What follows belongs to an exercise in optimizing a design on an open flow for small area; a production flow would make more cautious choices.
Function was checked by simulation only, so behaviour that the tests miss may differ from the original.
Power figures rest on the tool's default switching activity, not on a simulated workload.

**flow/design.v**
```verilog
module trace_pack (
    input  wire        clk,
    input  wire        rst,
    input  wire        instruction_valid,
    input  wire        branch_taken,
    input  wire [31:0] branch_target,
    input  wire        trap,
    input  wire        is_return,
    input  wire        is_indirect_jump,
    input  wire        retire_valid,
    input  wire        writeback_valid,
    input  wire [4:0]  writeback_register,
    input  wire [31:0] writeback_value,
    input  wire        breakpoint_valid,
    input  wire [3:0]  breakpoint_reason,
    output reg  [2:0]  seq,             
    output reg         nonseq_valid,
    output reg  [1:0]  nonseq,
    output reg         bkpt_valid,
    output reg  [3:0]  bkpt,
    output reg         wb_valid,        
    output reg  [36:0] data             
);
    reg [2:0] pending_seq;
    wire nsq         = instruction_valid &
                       (trap | is_return | is_indirect_jump | branch_taken);
    wire wb          = retire_valid & writeback_valid;
    wire interesting = nsq | breakpoint_valid | wb;
    wire plain       = instruction_valid & ~interesting;
    wire flush       = interesting | (instruction_valid & (pending_seq == 3'd7));
    wire [1:0] rr = trap ? 2'd0 : is_return ? 2'd1 : is_indirect_jump ? 2'd2 : 2'd3;
    wire nsq_g = nsq & ~rst;
    wire wb_g  = wb & ~nsq & ~rst;
    always @(posedge clk) begin
        seq          <= (flush & ~rst) ? pending_seq : 3'd0;
        nonseq_valid <= nsq_g;
        nonseq       <= rr;
        bkpt_valid   <= breakpoint_valid & ~rst;
        bkpt         <= breakpoint_reason;
        wb_valid     <= wb_g;
        data         <= ({37{nsq_g}} & {5'd0, branch_target}) |
                        ({37{wb_g}} & {writeback_value, writeback_register});
    end
    always @(posedge clk) begin
        if (rst | interesting)
            pending_seq <= 3'd0;
        else if (plain)
            pending_seq <= (pending_seq == 3'd7) ? 3'd1 : pending_seq + 3'd1;
    end
endmodule
module trace_encode (
    input  wire [2:0]  seq,
    input  wire        nonseq_valid,
    input  wire [1:0]  nonseq,
    input  wire        bkpt_valid,
    input  wire [3:0]  bkpt,
    input  wire        wb_valid,
    input  wire [36:0] data,
    output wire [4:0]  count,
    output wire [63:0] nybble_data
);
    wire s  = |seq;
    wire n  = nonseq_valid;
    wire b  = bkpt_valid;
    wire dv = n | wb_valid;
    wire [2:0] k = (|data[36:32]) ? 3'd5 :
                   (|data[31:24]) ? 3'd4 :
                   (|data[23:16]) ? 3'd3 :
                   (|data[15:8])  ? 3'd2 :
                   (|data[7:0])   ? 3'd1 : 3'd0;
    wire [2:0] sn = {2'd0, s} + {2'd0, n};
    wire [2:0] L  = sn + {1'b0, b, 1'b0};
    wire [15:0] pre = {12'd0, 1'b0, seq} |
                      ({16{n}} & {12'd0, 2'b10, nonseq}) << (4 * s) |
                      ({16{b}} & {8'd0, bkpt, 4'hD}) << (4 * sn);
    wire [47:0] grp = {3'd0, data, wb_valid, k, dv, dv, 2'b00};
    wire [63:0] all = {48'd0, pre} | ({16'd0, grp} << (4 * L));
    assign nybble_data = all;
    assign count = {2'd0, L} + (dv ? {1'b0, k, 1'b0} + 5'd2 : 5'd0);
endmodule
module trace_decode (
    input  wire        clk,
    input  wire        rst,
    input  wire [63:0] window,
    input  wire [4:0]  avail,             
    output wire        ok,
    output reg  [1:0]  fault,             
    output reg  [4:0]  consumed,
    output wire        seq_valid,
    output reg  [2:0]  seq,
    output reg         branch_taken,
    output reg         trap,
    output reg         is_return,
    output reg         is_indirect_jump,
    output reg         pc_valid,
    output wire [31:0] program_counter,
    output reg         writeback_valid,
    output wire [4:0]  writeback_register,
    output wire [31:0] writeback_value,
    output reg         breakpoint_valid,
    output reg  [3:0]  breakpoint_reason
);
    wire [3:0] s0 = window[3:0];
    wire [3:0] s1 = window[7:4];
    wire [3:0] s2 = window[11:8];
    wire [3:0] s3 = window[15:12];
    wire [3:0] s4 = window[19:16];
    wire [3:0] s5 = window[23:20];
    wire a0 = (avail == 5'd0);
    wire seqp = ~s0[3] & (|s0[2:0]);
    wire [3:0] t1  = seqp ? s1 : s0;
    wire       in1 = ~seqp | (avail > 5'd1);
    wire       nsp = in1 & (t1[3:2] == 2'b10);
    wire [1:0] p2  = {1'b0, seqp} + {1'b0, nsp};
    wire [3:0] t2  = (p2 == 2'd0) ? s0 : (p2 == 2'd1) ? s1 : s2;
    wire [3:0] r2  = (p2 == 2'd0) ? s1 : (p2 == 2'd1) ? s2 : s3;
    wire       in2 = (avail > {3'd0, p2});
    wire       bkt = in2 & (t2 == 4'hD);
    wire       bk_full = avail > {3'd0, p2} + 5'd1;
    wire       bkp = bkt & bk_full;
    wire [2:0] p3  = {1'b0, p2} + {1'b0, bkp, 1'b0};
    reg  [3:0] t3, r3;
    reg  [36:0] pay;
    always @* begin
        case (p3)
            3'd0:    begin t3 = s0; r3 = s1; pay = window[44:8];  end
            3'd1:    begin t3 = s1; r3 = s2; pay = window[48:12]; end
            3'd2:    begin t3 = s2; r3 = s3; pay = window[52:16]; end
            3'd3:    begin t3 = s3; r3 = s4; pay = window[56:20]; end
            default: begin t3 = s4; r3 = s5; pay = window[60:24]; end
        endcase
    end
    wire       in3  = (avail > {2'd0, p3});
    wire       dt   = in3 & (t3 == 4'hC);
    wire       rn_in = avail > {2'd0, p3} + 5'd1;
    wire [2:0] k    = r3[2:0];
    wire       klen = (k > 3'd5);
    wire [4:0] dend = {2'd0, p3} + 5'd2 + {1'b0, k, 1'b0};
    wire       dfull = ~(dend > avail);
    wire       dok  = dt & rn_in & ~klen & dfull;
    wire rsv   = (s0[3:1] == 3'b111);
    wire skip  = (s0 == 4'h0);
    wire ftr   = (bkt & ~bk_full) | (dt & ~rn_in) | (dt & rn_in & ~klen & ~dfull);
    wire fbl   = ~(bkt & ~bk_full) & dt & rn_in & klen;
    reg [1:0] f;
    reg [4:0] c;
    always @* begin
        if (a0)        begin f = 2'd0; c = 5'd0; end
        else if (skip) begin f = 2'd0; c = 5'd1; end
        else if (rsv)  begin f = 2'd1; c = 5'd0; end
        else if (ftr)  begin f = 2'd2; c = 5'd0; end
        else if (fbl)  begin f = 2'd3; c = 5'd0; end
        else           begin f = 2'd0; c = dok ? dend : {2'd0, p3}; end
    end
    reg [2:0]  k_r;
    reg [36:0] pay_r;
    always @(posedge clk) begin
        fault    <= rst ? 2'd0 : f;
        consumed <= rst ? 5'd0 : c;
    end
    always @(posedge clk) begin
        seq               <= seqp ? s0[2:0] : 3'd0;
        trap              <= nsp & (t1[1:0] == 2'd0);
        is_return         <= nsp & (t1[1:0] == 2'd1);
        is_indirect_jump  <= nsp & (t1[1:0] == 2'd2);
        branch_taken      <= nsp & (t1[1:0] == 2'd3);
        breakpoint_valid  <= bkp;
        breakpoint_reason <= bkp ? r2 : 4'd0;
        pc_valid          <= dok & ~r3[3];
        writeback_valid   <= dok & r3[3];
        k_r               <= k;
        pay_r             <= pay;
    end
    assign ok        = |consumed;
    assign seq_valid = |seq;
    wire [4:0] byte_en = {k_r > 3'd4, k_r > 3'd3, k_r > 3'd2, k_r > 3'd1, k_r > 3'd0};
    wire [4:0] pc_en   = byte_en & {5{pc_valid}};
    wire [4:0] wb_en   = byte_en & {5{writeback_valid}};
    genvar j;
    generate
        for (j = 0; j < 32; j = j + 1) begin : g_pc
            assign program_counter[j] = pc_en[j / 8] & pay_r[j];
        end
        for (j = 0; j < 37; j = j + 1) begin : g_wb
            if (j < 5) begin : g_reg
                assign writeback_register[j] = wb_en[0] & pay_r[j];
            end else begin : g_val
                assign writeback_value[j - 5] = wb_en[j / 8] & pay_r[j];
            end
        end
    endgenerate
endmodule
module trace_codec (
    input  wire        clk,
    input  wire        rst,
    input  wire        instruction_valid,
    input  wire        branch_taken,
    input  wire [31:0] branch_target,
    input  wire        trap,
    input  wire        is_return,
    input  wire        is_indirect_jump,
    input  wire        retire_valid,
    input  wire        writeback_valid,
    input  wire [4:0]  writeback_register,
    input  wire [31:0] writeback_value,
    input  wire        breakpoint_valid,
    input  wire [3:0]  breakpoint_reason,
    output wire [4:0]  enc_count,
    output wire [63:0] enc_data,
    input  wire [63:0] dec_window,
    input  wire [4:0]  dec_avail,
    output wire        dec_ok,
    output wire [1:0]  dec_fault,
    output wire [4:0]  dec_consumed,
    output wire        dec_seq_valid,
    output wire [2:0]  dec_seq,
    output wire        dec_branch_taken,
    output wire        dec_trap,
    output wire        dec_is_return,
    output wire        dec_is_indirect_jump,
    output wire        dec_pc_valid,
    output wire [31:0] dec_program_counter,
    output wire        dec_writeback_valid,
    output wire [4:0]  dec_writeback_register,
    output wire [31:0] dec_writeback_value,
    output wire        dec_breakpoint_valid,
    output wire [3:0]  dec_breakpoint_reason
);
    wire [2:0]  p_seq;
    wire        p_nonseq_valid, p_bkpt_valid, p_wb_valid;
    wire [1:0]  p_nonseq;
    wire [3:0]  p_bkpt;
    wire [36:0] p_data;
    trace_pack u_pack (
        .clk                (clk),
        .rst                (rst),
        .instruction_valid  (instruction_valid),
        .branch_taken       (branch_taken),
        .branch_target      (branch_target),
        .trap               (trap),
        .is_return          (is_return),
        .is_indirect_jump   (is_indirect_jump),
        .retire_valid       (retire_valid),
        .writeback_valid    (writeback_valid),
        .writeback_register (writeback_register),
        .writeback_value    (writeback_value),
        .breakpoint_valid   (breakpoint_valid),
        .breakpoint_reason  (breakpoint_reason),
        .seq                (p_seq),
        .nonseq_valid       (p_nonseq_valid),
        .nonseq             (p_nonseq),
        .bkpt_valid         (p_bkpt_valid),
        .bkpt               (p_bkpt),
        .wb_valid           (p_wb_valid),
        .data               (p_data)
    );
    trace_encode u_encode (
        .seq          (p_seq),
        .nonseq_valid (p_nonseq_valid),
        .nonseq       (p_nonseq),
        .bkpt_valid   (p_bkpt_valid),
        .bkpt         (p_bkpt),
        .wb_valid     (p_wb_valid),
        .data         (p_data),
        .count        (enc_count),
        .nybble_data  (enc_data)
    );
    trace_decode u_decode (
        .clk                (clk),
        .rst                (rst),
        .window             (dec_window),
        .avail              (dec_avail),
        .ok                 (dec_ok),
        .fault              (dec_fault),
        .consumed           (dec_consumed),
        .seq_valid          (dec_seq_valid),
        .seq                (dec_seq),
        .branch_taken       (dec_branch_taken),
        .trap               (dec_trap),
        .is_return          (dec_is_return),
        .is_indirect_jump   (dec_is_indirect_jump),
        .pc_valid           (dec_pc_valid),
        .program_counter    (dec_program_counter),
        .writeback_valid    (dec_writeback_valid),
        .writeback_register (dec_writeback_register),
        .writeback_value    (dec_writeback_value),
        .breakpoint_valid   (dec_breakpoint_valid),
        .breakpoint_reason  (dec_breakpoint_reason)
    );
endmodule
```
**flow/constraint.sdc**
```tcl
create_clock -name core_clock -period 30.0 [get_ports {clk}]
set_input_delay 6.0000 -clock core_clock [delete_from_list [all_inputs] [get_ports {clk}]]
set_output_delay 6.0000 -clock core_clock [all_outputs]
set_load 0.01 [all_outputs]
```
**flow/config.mk**
```make
export PLATFORM = sky130hd
export DESIGN_NAME = trace_codec
export DESIGN_NICKNAME = trace_codec
export VERILOG_FILES = /design/flow/design.v
export SDC_FILE = /design/flow/constraint.sdc
export NUM_CORES = 4
export LEC_CHECK = 0
export CAP_MARGIN = 20
export CORE_MARGIN = 2
export CORE_UTILIZATION = 40
export SLEW_MARGIN = 20
```
**flow/run.sh**
```bash
#!/bin/bash
# synth_recipe.tcl (not shown) runs the flow's synth.tcl, then flattens the netlist and writes it again
# the make line also repeats each setting of config.mk as NAME=value (left out here)
make -C /OpenROAD-flow-scripts/flow DESIGN_CONFIG=/design/flow/config.mk WORK_HOME=/design/flow/orfs CLKGATE_MAP_FILE= SYNTH_SCRIPT=/design/flow/synth_recipe.tcl finish
```
==> out/metrics.cfg <==
[floorplan]
fp.coreArea_um2=18100
design.die.area_um2=19800
initial_utilization_pct=41.2
die_span_y_um=141
row_count=49
top_level_ports=313
die_w_um=141

[worst_setup_path]
cp.depth=31
critical_path.reg2reg.startpoint=u_pack.pending_seq[0]
capturing_element_of_the_worst_setup_path=u_decode.consumed[3]
critical_path.startpoint=dec_window[2]
rr_worst_depth=5
slowest_stage=sky130_fd_sc_hd__o31ai_1
r2r_setup_slack_ns=28.76
buf_inv_stages_crit_path=8
arrival_ns=14.63
worstPathRequired_ns=30.33
setup.worst_path.start_class=primary input
worst_path_dominant_cell_family=adder cells
setup.worst_path.end_class=flop
timing.critical_path.slowest_cell_delay_ns=0.71
r2r_end=u_pack.seq[0]
criticalPathCategory=primary input to flop
path_common_cell=sky130_fd_sc_hd__ha_1
cp_max_fo=80

[synthesis]
synthesis.instances=937
synth.distinct_cells=67
synth_common_cells=sky130_fd_sc_hd__dfxtp_1, sky130_fd_sc_hd__nor2_1, sky130_fd_sc_hd__a22oi_1
yosys-top-cells-area=sky130_fd_sc_hd__dfxtp_1, sky130_fd_sc_hd__a22oi_1, sky130_fd_sc_hd__nor2_1
mappedNetlistNets=1125
syn_area_um2=7470
synthDominantCellAreaShare_pct=30.3
ys_seq_elements=113
synth_edf_count=0
ys_seq_area_share_pct=30.3
postSynth.asyncResetShare_pct=0
synth.yosys.warnings=2
postSynth.topFlopCell=sky130_fd_sc_hd__dfxtp_1
syn_area_per_cell_um2=7.98
synth_top_cell_by_area=sky130_fd_sc_hd__dfxtp_1

[sta]
period_share_pct=47.7
min_period_ns=14.30
worst_slew_margin_rel_pct=42.3
grt_setup_unrepaired=false
totalNegativeSetupSlack_ns=0
setup_viol=0
fmaxAchievable_ghz=0.0699
tightest_slew_ns=0.858
report.final.slew_viol_count=0
fin_worst_skew_ns=0.00338
finalHoldViolCount=0

[place]
place.gp.congestion=0.892
standard_cell_area_after_detailed_placement_um2=10700
detailed_place_hpwl_um=22100
port_buffer_count=309

[clock_tree]
cts_tree=done
clk_latency_ns=0.41
numCtsBuffers=17
cts-root-to-sink-buffers=2
postCtsHoldBufs=0
tritoncts_sink_count=113
clk_root_buffer_cell=sky130_fd_sc_hd__clkbuf_16
cts-htree-levels=4
cts.repair.resized=0
cts.repair_timing.setup_buffer_count=0
cts.reportedPaths.clkPinSlew_ns=0.06

[drt]
dr.pass1.iters=6
wl_per_cell_um=19.9
total_wire_length_after_detailed_routing_um=28900
initial_drt_markers=499
drc=0
post_drt_via_cell_ratio=5.71
vias=8275
antenna_violating_nets_post_route=0

[cells_and_area]
final_net_count=1397
areaGrowthSynthToFinish_pct=51.0
antenna_cells=0
layout_cells_sized_above_1_pct=6.06
final_design_area_no_fill_um2=11300

[power]
power-per-cell-area_nw_per_um2=51.3
p_leak_nw=4.50
peakVddDrop_mv=0.0398

[status]
outcome=no timing/DRC/antenna violations

[global_routing]
groute.usage.overall_pct=28.4
grt_max_degree=81
grt_pass1_vias=7891
antenna_found_initial=2
grt_remaining_overflow=0
grt_pass1_wl_um=44200

[flow_run]
timing.max_cap.violations=0

[worst_hold_path]
min_path_type=flop to flop

[cell families after synthesis]
group	after synthesis	synth area share, %
AND/OR/NAND/NOR	327	22.2
AO/OA/AOI/OAI	307	28.5
flip-flops	113	30.3
buffers and inverters	101	5.14
multiplexers	51	7.35
adder cells (fa/ha/maj)	36	6.33
XOR/XNOR	2	0.234
[state kept, by name (all words and copies together) (netlist names), 4 cells and up]
register                    count
u_decode.breakpoint_reason      4
u_decode.consumed               5
u_decode.pay_r                 37
u_pack.bkpt                     4
u_pack.data                    37
[cell usage in the layout, fill, tap and decap left out, drive strengths merged, types with 3 or more instances in the layout]
cell	netlist	routed
o221ai	4	4
nor2	113	113
mux2i	29	29
buf	13	10
o21ai	57	57
a21oi	26	26
clkdlybuf4s50	0	309
a221oi	4	4
nor4	7	7
a22o	36	36
a31o	4	4
clkinv	2	6
and3	18	18
and2	64	64
nand2b	3	3
o21a	5	5
a31oi	43	43
a22oi	82	82
nand2	61	61
o22ai	11	11
nand4	5	5
nor3	12	12
or4	8	8
o31a	3	3
nand3	7	7
o211ai	7	7
clkbuf	53	25
nor2b	13	13
dfxtp	113	113
ha	33	33
o31ai	3	3
fa	3	3
inv	33	33
mux2	21	21
[stage by stage]
stage | setup WS, ns | util, % | hold slack (ns) | power, mW | std cells
after floorplan | 17.60 | - | 0.456 | 0.298 | 937
after CTS | 15.71 | 62.0 | 0.493 | 0.579 | 1449
after global routing | 15.01 | 62.2 | 0.514 | 0.609 | 1450
after global placement | 15.33 | 58.9 | 0.472 | 0.382 | 1418
after detailed placement | 15.30 | 58.9 | 0.486 | 0.384 | 1418
final | 15.70 | 62.2 | 0.492 | 0.578 | 1450
[cell type report]
type                       count  area [µm²]
timing repair buffer         319        3190
inverter                      35         131
clock inverter                 6        80.1
sequential                   113        2260
multi-input combinational    723        4850
clock buffer                  25         485
fill                        1641        6860
tap                          229         287
[routing by layer]
| layer | vias to the layer above | track usage, % | share of wire, % |
|---|---|---|---|
| met5 | - | 0 | 0.083 |
| met4 | 4 | 8.21 | 2.1 |
| met2 | 350 | 48.7 | 49 |
| met1 | 3867 | 35.1 | 41 |
| met3 | 41 | 7.61 | 7.8 |
| li1 | 4013 | - | - |
[how the worst min path moves through the flow]
| stage | from | end | slack (ns) | cells after the start |
|---|---|---|---|---|
| after floorplan | u_pack.pending_seq[1] | u_pack.seq[1] | 0.46 | 1 |
| after global placement | u_pack.pending_seq[2] | u_pack.seq[2] | 0.47 | 1 |
| after detailed placement | u_pack.pending_seq[1] | u_pack.seq[1] | 0.49 | 1 |
| after CTS | u_pack.pending_seq[2] | u_pack.seq[2] | 0.49 | 1 |
| after global routing | u_pack.pending_seq[2] | u_pack.seq[2] | 0.51 | 1 |
| final | u_pack.pending_seq[2] | u_pack.seq[2] | 0.49 | 1 |
[where the power goes]
part | switching [mW] | internal (mW)
Sequential | 0.0184 | 0.176
Combinational | 0.102 | 0.0875
Clock | 0.0669 | 0.128
Total | 0.187 | 0.391

[static timing again, ports no longer ideal]
The results above use ideal ports. As a check the final layout listed here was re-extracted and re-timed, cells and wires unchanged.
Step 1 assumes that a clkbuf_16 drives the clock port and a buf_2 every other input.
Step 2 also shifts input and output timing later by t, the mid clock arrival at the registers, as if the neighbouring blocks saw the same clock.
Slacks: no drivers / after step 1 / after step 2; pairs: no drivers / after step 1.
shift t [ns]: 0.451
slack for setup (ns): 15.701 / 15.724 / 15.274
worst slew at a driven data input, ns: 0.08
After both steps this run still meets setup and hold. For this run, drivers alone change the setup slack by +0.023 ns; drivers and shift together by -0.427 ns.
